This is an optimization exercise on Yosys and OpenROAD, whose aim is small area, a short achievable clock period and few clock cycles per item, not a production implementation. Function was checked by simulation only, so behaviour that the tests miss may differ from the original. Power figures rest on the tool's default switching activity, not on a simulated workload.

// txmod_shaper
module txmod_shaper (
    input  wire        clk,
    input  wire        rst,           
    input  wire        in_valid,
    output wire        in_ready,
    input  wire [7:0]  in_byte,
    input  wire        in_lodev,      
    output reg         out_valid,
    input  wire        out_ready,
    output reg  [15:0] out_sample
);
For scale: ~31 I/O pins.
==> flow/config.mk <==
export PLATFORM = sky130hd
export DESIGN_NAME = txmod_shaper
export DESIGN_NICKNAME = txmod_shaper
export VERILOG_FILES = /design/flow/design.v
export SDC_FILE = /design/flow/constraint.sdc
export NUM_CORES = 4
export LEC_CHECK = 0
export ABC_AREA = 1
export CAP_MARGIN = 20
export CORE_MARGIN = 2
export CORE_UTILIZATION = 40
export CTS_BUF_LIST = sky130_fd_sc_hd__clkbuf_8 sky130_fd_sc_hd__clkbuf_16
export PLACE_DENSITY = 0.6
export SLEW_MARGIN = 20
==> flow/constraint.sdc <==
create_clock -name core_clock -period 12.0 [get_ports {clk}]
set_input_delay 2.4000 -clock core_clock [delete_from_list [all_inputs] [get_ports {clk}]]
set_output_delay 2.4000 -clock core_clock [all_outputs]
set_load 0.01 [all_outputs]
standard.sh (not shown) runs the stock make flow with config.mk's settings and CLKGATE_MAP_FILE= SYNTH_SCRIPT=/design/flow/synth_recipe.tcl, a recipe that flattens the netlist after the stock synthesis.
==> flow/flow/run.sh <==
#!/bin/bash
# The standard layout, with timing repair aiming for extra setup slack and
# plain buffers (instead of delay cells) on the ports.
set -euo pipefail
bash standard.sh SETUP_SLACK_MARGIN=8.6 "BUFFER_PORTS_ARGS=-buffer_cell sky130_fd_sc_hd__buf_2" finish > standard_flow.log 2>&1
Testbench counts at the start, summed over its fixed seeds: cycles 38,432, samples 38,400.
Change:
==> flow/flow/run.sh (replaced) <==
#!/bin/bash
# The standard layout, with timing repair aiming for extra setup slack and
# plain buffers (instead of delay cells) on the ports.
set -euo pipefail
bash standard.sh SETUP_SLACK_MARGIN=8.7 "BUFFER_PORTS_ARGS=-buffer_cell sky130_fd_sc_hd__buf_2" finish > standard_flow.log 2>&1
--- a/flow/config.mk
+++ b/flow/config.mk
@@ -12 +11,0 @@
-export CTS_BUF_LIST = sky130_fd_sc_hd__clkbuf_8 sky130_fd_sc_hd__clkbuf_16
Result: The new run completed without violations; cell count is about the same; sequential share of layout area came out lower by 0.77 points; design area increases by 2.7%; non-clock buffer count came out higher by 6; routed wire length came out higher by 2.6%.
Change:
==> flow/flow/run.sh (replaced) <==
#!/bin/bash
# The standard layout, with timing repair aiming for extra setup slack and
# plain buffers (instead of delay cells) on the ports.
set -euo pipefail
bash standard.sh SETUP_SLACK_MARGIN=8.6 "BUFFER_PORTS_ARGS=-buffer_cell sky130_fd_sc_hd__buf_2" finish > standard_flow.log 2>&1
--- a/flow/config.mk
+++ b/flow/config.mk
@@ -9 +9 @@
-export CAP_MARGIN = 20
+export CAP_MARGIN = 0
@@ -11,0 +12 @@
+export CTS_BUF_LIST = sky130_fd_sc_hd__clkbuf_8
@@ -13 +14 @@
-export SLEW_MARGIN = 20
+export SLEW_MARGIN = 0
Effect: Via count hardly moves. Cell area shrinks by a few percent. Power shrinks by roughly a tenth. Hold slack gains 14 ps. Maximum frequency shrinks slightly. Setup slack loses 33 ps. Die area is unchanged. Synthesized area does not change.
Change:
==> flow/flow/run.sh (replaced) <==
#!/bin/bash
# The standard layout, with timing repair aiming for extra setup slack and
# plain buffers (instead of delay cells) on the ports.
set -euo pipefail
bash standard.sh SETUP_SLACK_MARGIN=8.7 "BUFFER_PORTS_ARGS=-buffer_cell sky130_fd_sc_hd__buf_2" finish > standard_flow.log 2>&1
--- a/flow/config.mk
+++ b/flow/config.mk
@@ -9 +9 @@
-export CAP_MARGIN = 0
+export CAP_MARGIN = 20
@@ -14 +14 @@
-export SLEW_MARGIN = 0
+export SLEW_MARGIN = 20
Effect: The new run completed with no timing, DRC or antenna violations. Wire length grows by a few percent. Clock skew hardly moves. Hold slack gets worse by 4.8 ps. Synthesized cell count does not change. Sequential cell count stays the same. Cell count stays flat. Power grows slightly. Count of clock-buffer cells in the layout does not change. Area after synthesis does not change. Via count grows slightly. Non-clock buffer count grows by 4.

* * *

txmod_shaper again, from the RTL that the note above started with.
export LEC_CHECK = 0
export ABC_AREA = 1
export CAP_MARGIN = 20
export CORE_MARGIN = 2
export CORE_UTILIZATION = 40
export CTS_BUF_LIST = sky130_fd_sc_hd__clkbuf_8
export PLACE_DENSITY = 0.6
export SLEW_MARGIN = 20
create_clock -name core_clock -period 12.0 [get_ports {clk}]
==> flow/flow/run.sh <==
#!/bin/bash
# The standard layout, with timing repair aiming for extra setup slack and
# plain buffers (instead of delay cells) on the ports.
set -euo pipefail
bash standard.sh SETUP_SLACK_MARGIN=8.5 "BUFFER_PORTS_ARGS=-buffer_cell sky130_fd_sc_hd__buf_2" finish > standard_flow.log 2>&1
Testbench counts at the start, summed over its fixed seeds: cycles 38,432, samples 38,400.
Rerun with:
==> flow/flow/run.sh (replaced) <==
#!/bin/bash
# The standard layout, with timing repair aiming for extra setup slack and
# plain buffers (instead of delay cells) on the ports.
set -euo pipefail
bash standard.sh SETUP_SLACK_MARGIN=8.6 "BUFFER_PORTS_ARGS=-buffer_cell sky130_fd_sc_hd__buf_2" finish > standard_flow.log 2>&1
Via count hardly moves.
Design area went up by about 1.5%.
Hold slack degrades by 0.0051 ns.
Setup slack improves by 0.10 ns.
Cell count increases by about 0.35%.
Fmax grows by about 3%.
Area after synthesis is unchanged.
Power came out higher by 1.1%.
Count of clock-buffer cells in the layout is unchanged.
Routed wire length goes down by about 0.56%.
Global-route usage rises by 0.23 points.

## static timing again, ports no longer ideal
The results above use ideal ports. As a check the final layouts listed here were re-extracted and re-timed, cells and wires unchanged. Step 1 sets driving cells, clkbuf_16 on the clock port and buf_2 on the other inputs (assumed; they add their load-dependent delay and slew). Step 2, shift: input delay + t, output delay - t, t = (earliest + latest rising clock arrival at the registers) / 2. This alone moves slack from input paths to output paths. a / b / c = ideal ports / drivers / drivers and shift; a / b = the first two.
run | shift t [ns] | setup slack, ns | worst setup path at the end | worst register clock-pin slew, ns | worst slew at a driven data input, ns
the first run of note 1 | 0.475 | 8.646 / 8.596 / 8.303 | input to register | 0.08 / 0.08 | 0.03
the second run of note 1 | 0.473 | 8.647 / 8.601 / 8.345 | input to register | 0.08 / 0.08 | 0.03
the third run of note 1 | 0.498 | 8.614 / 8.568 / 8.327 | input to register | 0.11 / 0.11 | 0.03
the fourth run of note 1 | 0.506 | 8.599 / 8.552 / 8.342 | input to register | 0.11 / 0.11 | 0.03
the first run of note 2 | 0.505 | 8.490 / 8.490 / 8.318 | input to register | 0.11 / 0.11 | 0.03
the second run of note 2 | 0.505 | 8.591 / 8.557 / 8.313 | input to register | 0.11 / 0.11 | 0.03
After both steps setup and hold are still met in every run listed. The setup slack of the first run of note 1, which loses most, moves by -0.050 ns with the drivers and by -0.343 ns with both steps.
